From an optimization exercise on the open Yosys and OpenROAD flow, aimed at small area and a short achievable clock period; shortcuts taken in it are not production practice. Where RTL was checked, it was by simulation tests only, not by an equivalence proof against the original. The clock port is modelled as an ideal driver, which makes a skipped or thinned clock tree look cheaper than it is; a real chip needs a root buffer or a tree. Power and IR drop assume default switching activity.

Setup of run D:
// gems_quantizer
module gems_quantizer (
    input  wire        clk,
    input  wire        rst,
    input  wire        in_valid,
    input  wire [13:0] fm_raw,
    input  wire [9:0]  psg_div,
    input  wire [6:0]  note_in,
    output reg         out_valid,
    output reg  [6:0]  fm_note,
    output reg  [6:0]  psg_note,
    output reg  [13:0] fm_freq
);
==> flow/config.mk <==
export PLATFORM = sky130hd
export DESIGN_NAME = gems_quantizer
export DESIGN_NICKNAME = gems_quantizer
export VERILOG_FILES = /design/flow/design.v
export SDC_FILE = /design/flow/constraint.sdc
export NUM_CORES = 4
export LEC_CHECK = 0
export ABC_AREA = 1
export CAP_MARGIN = 20
export CORE_MARGIN = 2
export CORE_UTILIZATION = 60
export SLEW_MARGIN = 20
==> flow/constraint.sdc <==
create_clock -name core_clock -period 25.0 [get_ports {clk}]
set_input_delay 5.0000 -clock core_clock [delete_from_list [all_inputs] [get_ports {clk}]]
set_output_delay 5.0000 -clock core_clock [all_outputs]
set_load 0.01 [all_outputs]
standard.sh (not shown) runs the stock make flow with config.mk's settings and CLKGATE_MAP_FILE= SYNTH_SCRIPT=/design/flow/synth_recipe.tcl, a recipe that flattens the netlist after the stock synthesis.
==> flow/flow/run.sh <==
#!/bin/bash
# Standard ORFS layout (the standard.sh) with these changes to how the
# layout is made:
#  - after the standard synthesis, its combinational logic is re-mapped to
#    standard cells with an area-oriented ABC script (flow/remap.ys); the
#    flip-flops stay as the standard synthesis made them;
#  - the port buffers use a small plain buffer instead of the delay buffer
#    the resizer picks by default;
#  - CTS inserts no dummy loads.
# Each tool's output goes to a log file of its own in this folder.
set -euo pipefail
R=$PWD/orfs/results/$FLOW_PLATFORM/gems_quantizer/base
export BUFFER_PORTS_ARGS="-buffer_cell sky130_fd_sc_hd__buf_1"
export CTS_ARGS="-sink_clustering_enable -repair_clock_nets -dont_use_dummy_load"

bash standard.sh $R/1_2_yosys.v > log_std_synth.log 2>&1

mkdir -p remap
LIB=$FLOW_HOME/platforms/$FLOW_PLATFORM/lib/sky130_fd_sc_hd__tt_025C_1v80.lib
cp $LIB remap/full.lib
python3 flow/libsplit.py $LIB remap/map.lib remap/comb.lib > log_libsplit.log 2>&1
cp $R/1_2_yosys.v remap/1_2_yosys.std.v
${YOSYS_EXE:-$FLOW_HOME/../tools/install/yosys/bin/yosys} -s flow/remap.ys > log_remap_yosys.log 2>&1
cp remap/1_2_yosys.v $R/1_2_yosys.v
touch $R/1_2_yosys.v

bash standard.sh > log_std_layout.log 2>&1
Other scripts of this flow, unchanged in this note and not shown: flow/flow/libsplit.py, flow/flow/remap.abc, flow/flow/remap.ys
Setup changes, run D to run E
--- a/flow/flow/run.sh
+++ b/flow/flow/run.sh
@@ -9 +9,3 @@
-#  - CTS inserts no dummy loads.
+#  - the clock reaches the flip-flops through four clock buffers in
+#    parallel, which flow/clockbuf.tcl inserts before CTS, instead of a
+#    two-level tree.
@@ -14 +16,2 @@
-export CTS_ARGS="-sink_clustering_enable -repair_clock_nets -dont_use_dummy_load"
+export CTS_ARGS="-sink_clustering_enable -repair_clock_nets -dont_use_dummy_load -clk_nets clk"
+export PRE_CTS_TCL=$PWD/flow/clockbuf.tcl
==> flow/flow/clockbuf.tcl (new file) <==
# PRE_CTS hook: drive the clock sinks from four clock buffers, one per
# quadrant of the sinks (split at the median x, then each half at its median
# y), each placed at its group's centroid; the clock port feeds only these
# buffers. CTS then runs on the port net alone, finds no tree to build, and
# the CTS step's own timing repair and legalisation follow as usual.
set cell sky130_fd_sc_hd__clkbuf_8
set block [ord::get_db_block]
set master [[ord::get_db] findMaster $cell]
set clk [$block findNet clk]
set sinks {}
foreach it [$clk getITerms] {
  set loc [[$it getInst] getLocation]
  lappend sinks [list [lindex $loc 0] [lindex $loc 1] $it]
}
proc halves {l idx} {
  set l [lsort -integer -index $idx $l]
  set h [expr {[llength $l] / 2}]
  return [list [lrange $l 0 [expr {$h - 1}]] [lrange $l $h end]]
}
set groups {}
foreach half [halves $sinks 0] {
  foreach q [halves $half 1] {
    lappend groups $q
  }
}
set g 0
foreach grp $groups {
  set buf [odb::dbInst_create $block $master clkbuf_root_$g]
  set net [odb::dbNet_create $block clknet_root_$g]
  set xs 0
  set ys 0
  foreach s $grp {
    set xs [expr {$xs + [lindex $s 0]}]
    set ys [expr {$ys + [lindex $s 1]}]
    set it [lindex $s 2]
    $it disconnect
    $it connect $net
  }
  set m [llength $grp]
  [$buf findITerm A] connect $clk
  [$buf findITerm X] connect $net
  $net setSigType CLOCK
  $buf setLocation [expr {$xs / $m}] [expr {$ys / $m}]
  $buf setPlacementStatus PLACED
  puts "clockbuf: buffer $g drives $m clock sinks"
  incr g
}
Results
On placer congestion estimate, run E tracks run D almost exactly. Met1 usage in run E vs run D: up 2.3 points. The higher sequential share of layout area came out of run E. Relative to run D, proportion of power drawn by combinational gates increased by 0.9 points in run E. Looking at endpoint of the worst setup timing path, the fm_freq[5] result is from run D; the fm_freq[11] one comes from run E. Diff run E..run D | power consumed by combinational cells | negligible.

* * *

## trial 12
gems_quantizer, a different RTL version from the one above (not shown whole).
Size in the first run: roughly 0.0029 sq mm of cells after synthesis.
Settings: LEC_CHECK=0, ABC_AREA=1, CAP_MARGIN=20, CORE_MARGIN=2, CORE_UTILIZATION=60, SLEW_MARGIN=20; clock period 25.0 ns.
==> flow/flow/run.sh <==
#!/bin/bash
# Standard ORFS layout (the standard.sh) with these changes to how the
# layout is made:
#  - after the standard synthesis, its combinational logic is re-mapped to
#    standard cells with an area-oriented ABC script (flow/remap.ys,
#    flow/remap.abc: area mapping, then sizing to a delay target); the
#    flip-flops stay as the standard synthesis made them;
#  - the port buffers use a small plain buffer instead of the delay buffer
#    the resizer picks by default;
#  - the clock reaches the flip-flops through four clock buffers in
#    parallel, which flow/clockbuf.tcl inserts before CTS and
#    flow/post_cts.tcl connects straight to the clock port after it,
#    instead of a two-level tree.
# Each tool's output goes to a log file of its own in this folder.
set -euo pipefail
R=$PWD/orfs/results/$FLOW_PLATFORM/gems_quantizer/base
export BUFFER_PORTS_ARGS="-buffer_cell sky130_fd_sc_hd__buf_1"
export CTS_ARGS="-sink_clustering_enable -repair_clock_nets -dont_use_dummy_load -clk_nets clk"
export PRE_CTS_TCL=$PWD/flow/clockbuf.tcl
export POST_CTS_TCL=$PWD/flow/post_cts.tcl

bash standard.sh $R/1_2_yosys.v > log_std_synth.log 2>&1

mkdir -p remap
LIB=$FLOW_HOME/platforms/$FLOW_PLATFORM/lib/sky130_fd_sc_hd__tt_025C_1v80.lib
cp $LIB remap/full.lib
python3 flow/libsplit.py $LIB remap/map.lib remap/comb.lib > log_libsplit.log 2>&1
cp $R/1_2_yosys.v remap/1_2_yosys.std.v
${YOSYS_EXE:-$FLOW_HOME/../tools/install/yosys/bin/yosys} -s flow/remap.ys > log_remap_yosys.log 2>&1
cp remap/1_2_yosys.v $R/1_2_yosys.v
touch $R/1_2_yosys.v

bash standard.sh > log_std_layout.log 2>&1
==> flow/flow/remap.abc <==
strash
dc2
dch -f
amap
topo
upsize -D 3800
dnsize -D 3800
topo
==> flow/flow/remap.ys <==
# Re-map the combinational logic of the standard synthesis netlist with an
# area-oriented ABC script. The flip-flops (cells of the liberty read with
# -lib) are kept as they are, with their names and cell types; the other
# cells are read as their logic function and flattened.
read_liberty -lib remap/full.lib
read_liberty -overwrite remap/comb.lib
read_verilog remap/1_2_yosys.std.v
hierarchy -top gems_quantizer
rename -hide gems_quantizer/c:* gems_quantizer/t:*__df* %d
flatten
opt
abc -liberty remap/map.lib -script flow/remap.abc
splitnets
opt_clean -purge
hilomap -singleton -hicell sky130_fd_sc_hd__conb_1 HI -locell sky130_fd_sc_hd__conb_1 LO
insbuf -buf sky130_fd_sc_hd__buf_4 A X
tee -o remap/stat.txt stat -liberty remap/full.lib
write_verilog -noattr -noexpr -nohex -nodec remap/1_2_yosys.v
design -reset
read_liberty -lib remap/full.lib
read_verilog remap/1_2_yosys.v
hierarchy -top gems_quantizer
check -assert -mapped
Other scripts of this flow, unchanged in this note and not shown: flow/flow/clockbuf.tcl, flow/flow/libsplit.py, flow/flow/post_cts.tcl
Per the final summary, trial 12 finished and its layout is clean on timing, DRC and antenna.
[inputs] trial 34 vs trial 12
-- flow/flow/run.sh --
<<< trial 12, line 3
# layout is made:
#  - after the standard synthesis, its combinational logic is re-mapped to
#    standard cells with an area-oriented ABC script (flow/remap.ys,
#    flow/remap.abc: area mapping, then sizing to a delay target); the
#    flip-flops stay as the standard synthesis made them;
#  - the port buffers use a small plain buffer instead of the delay buffer
#    the resizer picks by default;
>>> trial 34, line 3
# layout is made:
#  - after the standard synthesis, its combinational logic is re-mapped to
#    standard cells by area-oriented ABC scripts (flow/remap.ys with each
#    flow/remap_*.abc: area mapping, then sizing to a delay target; the
#    smallest result is kept); the flip-flops stay as the standard
#    synthesis made them;
#  - the port buffers use a small plain buffer instead of the delay buffer
#    the resizer picks by default;
<<< trial 12, line 27
python3 flow/libsplit.py $LIB remap/map.lib remap/comb.lib > log_libsplit.log 2>&1
cp $R/1_2_yosys.v remap/1_2_yosys.std.v
${YOSYS_EXE:-$FLOW_HOME/../tools/install/yosys/bin/yosys} -s flow/remap.ys > log_remap_yosys.log 2>&1
cp remap/1_2_yosys.v $R/1_2_yosys.v
touch $R/1_2_yosys.v
>>> trial 34, line 28
python3 flow/libsplit.py $LIB remap/map.lib remap/comb.lib > log_libsplit.log 2>&1
cp $R/1_2_yosys.v remap/1_2_yosys.std.v
YOSYS=${YOSYS_EXE:-$FLOW_HOME/../tools/install/yosys/bin/yosys}
# Re-map with each ABC script flow/remap_*.abc and keep the smallest result.
best=
best_area=
for s in flow/remap_*.abc; do
  n=$(basename $s .abc)
  cp $s remap/script.abc
  $YOSYS -s flow/remap.ys > log_${n}_yosys.log 2>&1
  cp remap/1_2_yosys.v remap/$n.v
  cp remap/stat.txt remap/$n.stat
  a=$(awk '/Chip area/ {print $NF}' remap/$n.stat)
  echo "$n $a" >> log_remap_choice.log
  if [[ -z "$best" ]] || awk -v a="$a" -v b="$best_area" 'BEGIN {exit !(a < b)}'; then
    best=$n
    best_area=$a
  fi
done
echo "chosen: $best $best_area" >> log_remap_choice.log
cp remap/$best.v remap/1_2_yosys.v
cp remap/1_2_yosys.v $R/1_2_yosys.v
touch $R/1_2_yosys.v
-- flow/flow/remap.ys --
<<< trial 12, line 10
flatten
opt
abc -liberty remap/map.lib -script flow/remap.abc
splitnets
opt_clean -purge
>>> trial 34, line 10
flatten
opt
abc -liberty remap/map.lib -script remap/script.abc
splitnets
opt_clean -purge
==> flow/flow/remap_a.abc (new file) <==
strash
dc2
dch -f
amap
topo
upsize -D 3800
dnsize -D 3800
topo
==> flow/flow/remap_b.abc (new file) <==
strash
dch -f
amap
strash
dch -f
amap
strash
dch -f
amap
topo
upsize -D 3800
dnsize -D 3800
topo
==> flow/flow/remap_c.abc (new file) <==
strash
dc2
dch -f
amap
strash
dch -f
map -a
strash
dch -f
amap
topo
upsize -D 3800
dnsize -D 3800
topo
removed: flow/flow/remap.abc
Notes after the runs:
Trial 34 was carried through to the last stage, and its layout satisfied the timing, DRC and antenna checks. Met3 routing resource usage after global routing, trial 34 and trial 12: higher on trial 34. Cell count of the worst reg-to-reg path, trial 34 and trial 12, higher one = trial 12. Where clock tree skew after final layout is concerned, trial 12 is outperformed by trial 34. Between trial 34 and trial 12, the share of total power in the clock network does not differ in any meaningful way. | minimum setup slack in the final design | trial 12 vs trial 34 | ≈ equal |. The area growth from synthesis to final layout was comparable across trial 34 and trial 12.
In every run of this note, the design's own scripts or RTL, not TritonCTS, make the clock network.

* * *

rev 12:
gems_quantizer, a different RTL version from the one above (not shown whole).
Size in the first run: about 420 cells after synthesis, about 63 I/O pins, ~0.0030 sq mm of cells after synthesis.
==> flow/config.mk <==
export PLATFORM = sky130hd
export DESIGN_NAME = gems_quantizer
export DESIGN_NICKNAME = gems_quantizer
export VERILOG_FILES = /design/flow/design.v
export SDC_FILE = /design/flow/constraint.sdc
export NUM_CORES = 4
export LEC_CHECK = 0
export ABC_AREA = 1
export CAP_MARGIN = 20
export CORE_MARGIN = 2
export CORE_UTILIZATION = 60
export SLEW_MARGIN = 20
==> flow/constraint.sdc <==
create_clock -name core_clock -period 25.0 [get_ports {clk}]
set_input_delay 5.0000 -clock core_clock [delete_from_list [all_inputs] [get_ports {clk}]]
set_output_delay 5.0000 -clock core_clock [all_outputs]
set_load 0.01 [all_outputs]
==> flow/flow/run.sh <==
#!/bin/bash
# Standard ORFS layout (the standard.sh) with these changes to how the
# layout is made:
#  - after the standard synthesis, its combinational logic is re-mapped to
#    standard cells with an area-oriented ABC script (flow/remap.ys); the
#    flip-flops stay as the standard synthesis made them;
#  - the port buffers use a small plain buffer instead of the delay buffer
#    the resizer picks by default;
#  - the clock reaches the flip-flops through four clock buffers in
#    parallel, which flow/clockbuf.tcl inserts before CTS and
#    flow/post_cts.tcl connects straight to the clock port after it,
#    instead of a two-level tree.
# Each tool's output goes to a log file of its own in this folder.
set -euo pipefail
R=$PWD/orfs/results/$FLOW_PLATFORM/gems_quantizer/base
export BUFFER_PORTS_ARGS="-buffer_cell sky130_fd_sc_hd__buf_1"
export CTS_ARGS="-sink_clustering_enable -repair_clock_nets -dont_use_dummy_load -clk_nets clk"
export PRE_CTS_TCL=$PWD/flow/clockbuf.tcl
export POST_CTS_TCL=$PWD/flow/post_cts.tcl

bash standard.sh $R/1_2_yosys.v > log_std_synth.log 2>&1

mkdir -p remap
LIB=$FLOW_HOME/platforms/$FLOW_PLATFORM/lib/sky130_fd_sc_hd__tt_025C_1v80.lib
cp $LIB remap/full.lib
python3 flow/libsplit.py $LIB remap/map.lib remap/comb.lib > log_libsplit.log 2>&1
cp $R/1_2_yosys.v remap/1_2_yosys.std.v
${YOSYS_EXE:-$FLOW_HOME/../tools/install/yosys/bin/yosys} -s flow/remap.ys > log_remap_yosys.log 2>&1
cp remap/1_2_yosys.v $R/1_2_yosys.v
touch $R/1_2_yosys.v

bash standard.sh > log_std_layout.log 2>&1
==> flow/flow/remap.abc <==
strash
dc2
dch -f
amap
topo
Other scripts of this flow, unchanged in this note and not shown: flow/flow/clockbuf.tcl, flow/flow/libsplit.py, flow/flow/post_cts.tcl, flow/flow/remap.ys
Setup changes, rev 12 to rev 13
--- a/flow/flow/run.sh
+++ b/flow/flow/run.sh
@@ -4,3 +4,4 @@
 #  - after the standard synthesis, its combinational logic is re-mapped to
-#    standard cells with an area-oriented ABC script (flow/remap.ys); the
+#    standard cells with an area-oriented ABC script (flow/remap.ys,
+#    flow/remap.abc: area mapping, then sizing to a delay target); the
 #    flip-flops stay as the standard synthesis made them;
==> flow/flow/remap.abc <==
strash
dc2
dch -f
amap
topo
upsize -D 3500
dnsize -D 3500
topo
### Flow results
- Area of the multi-input gates: rev 13 > rev 12
- Rev 13: no failed stages, no open violations at the end
- Diff rev 12 -> rev 13: die height grew by 0.40%; clock power flat; clock period minus final worst setup slack shrank by 450 ps; timing-limited maximum frequency increased by about 8% relative to the old numbers.
In every run of this note, the design's own scripts or RTL, not TritonCTS, make the clock network.

* * *

Another version of the RTL of gems_quantizer (not shown whole).
Size in the first run: roughly 650 cells after synthesis, ~63 I/O pins, ~4100 um^2 of cells after synthesis.
Settings: LEC_CHECK=0, ABC_AREA=1, CAP_MARGIN=20, CORE_MARGIN=2, CORE_UTILIZATION=60, SLEW_MARGIN=20; clock period 25.0 ns.
==> flow/flow/run.sh <==
#!/bin/bash
# Standard ORFS layout (the standard.sh) with two changes to how the
# layout is made: the port buffers use a small plain buffer instead of the
# delay buffer the resizer picks by default, and CTS inserts no dummy loads.
set -euo pipefail
export BUFFER_PORTS_ARGS="-buffer_cell sky130_fd_sc_hd__buf_1"
export CTS_ARGS="-sink_clustering_enable -repair_clock_nets -dont_use_dummy_load"
bash standard.sh > standard_make.log 2>&1
Next try:
==> flow/run.sh (new file) <==
#!/bin/bash
# synth_recipe.tcl (not shown) runs the flow's synth.tcl, then flattens the netlist and writes it again
# the make line also repeats each setting of config.mk as NAME=value (left out here)
make -C /OpenROAD-flow-scripts/flow DESIGN_CONFIG=/design/flow/config.mk WORK_HOME=/design/flow/orfs CLKGATE_MAP_FILE= SYNTH_SCRIPT=/design/flow/synth_recipe.tcl finish
Settings changed: ABC_AREA 1 to not set, CORE_UTILIZATION 60 to 40.
removed: flow/flow/run.sh
removed: flow/standard.sh
Effect:
- power increases by roughly a tenth
- via count drops by a few percent
- sequential cell count stays the same
- worst setup slack degrades by 0.41 ns
Function was not checked in any run of this note: the RTL went through the layout flow alone.

[what the ideal ports hide]
In the flow no input, the clock included, has a driving cell. The finished layouts below were timed again as built, in two steps.
Step 1 (the two cells are an assumption about what drives the block):
set clk [get_ports {clk}]
set_driving_cell -lib_cell sky130_fd_sc_hd__clkbuf_16 $clk
set_driving_cell -lib_cell sky130_fd_sc_hd__buf_2 [delete_from_list [all_inputs] $clk]
Step 2 also shifts input and output timing later by t, the mid clock arrival at the registers, as if the neighbouring blocks saw the same clock.
Slacks: ideal / step 1 / step 2; pairs: ideal / step 1.
run	shift t [ns]	slack for setup (ns)	worst setup path at the end	worst register clock-pin slew, ns
run D	0.362	19.169 / 19.138 / 19.500	register to output	0.08 / 0.08
run E	0.429	19.102 / 19.072 / 19.502	register to output	0.09 / 0.09
trial 12	0.212	19.339 / 19.279 / 19.490	register to output	0.10 / 0.10
trial 34	0.206	19.339 / 19.283 / 19.489	register to output	0.10 / 0.10
rev 12	0.207	18.908 / 18.908 / 18.908	register to register	0.10 / 0.10
rev 13	0.201	19.353 / 19.302 / 19.503	register to output	0.10 / 0.10
the first run of note 4	0.364	19.176 / 19.144 / 19.509	register to output	0.07 / 0.07
the second run of note 4	0.394	18.771 / 18.737 / 19.130	register to output	0.08 / 0.08
After both steps setup and hold are still met in every run listed.
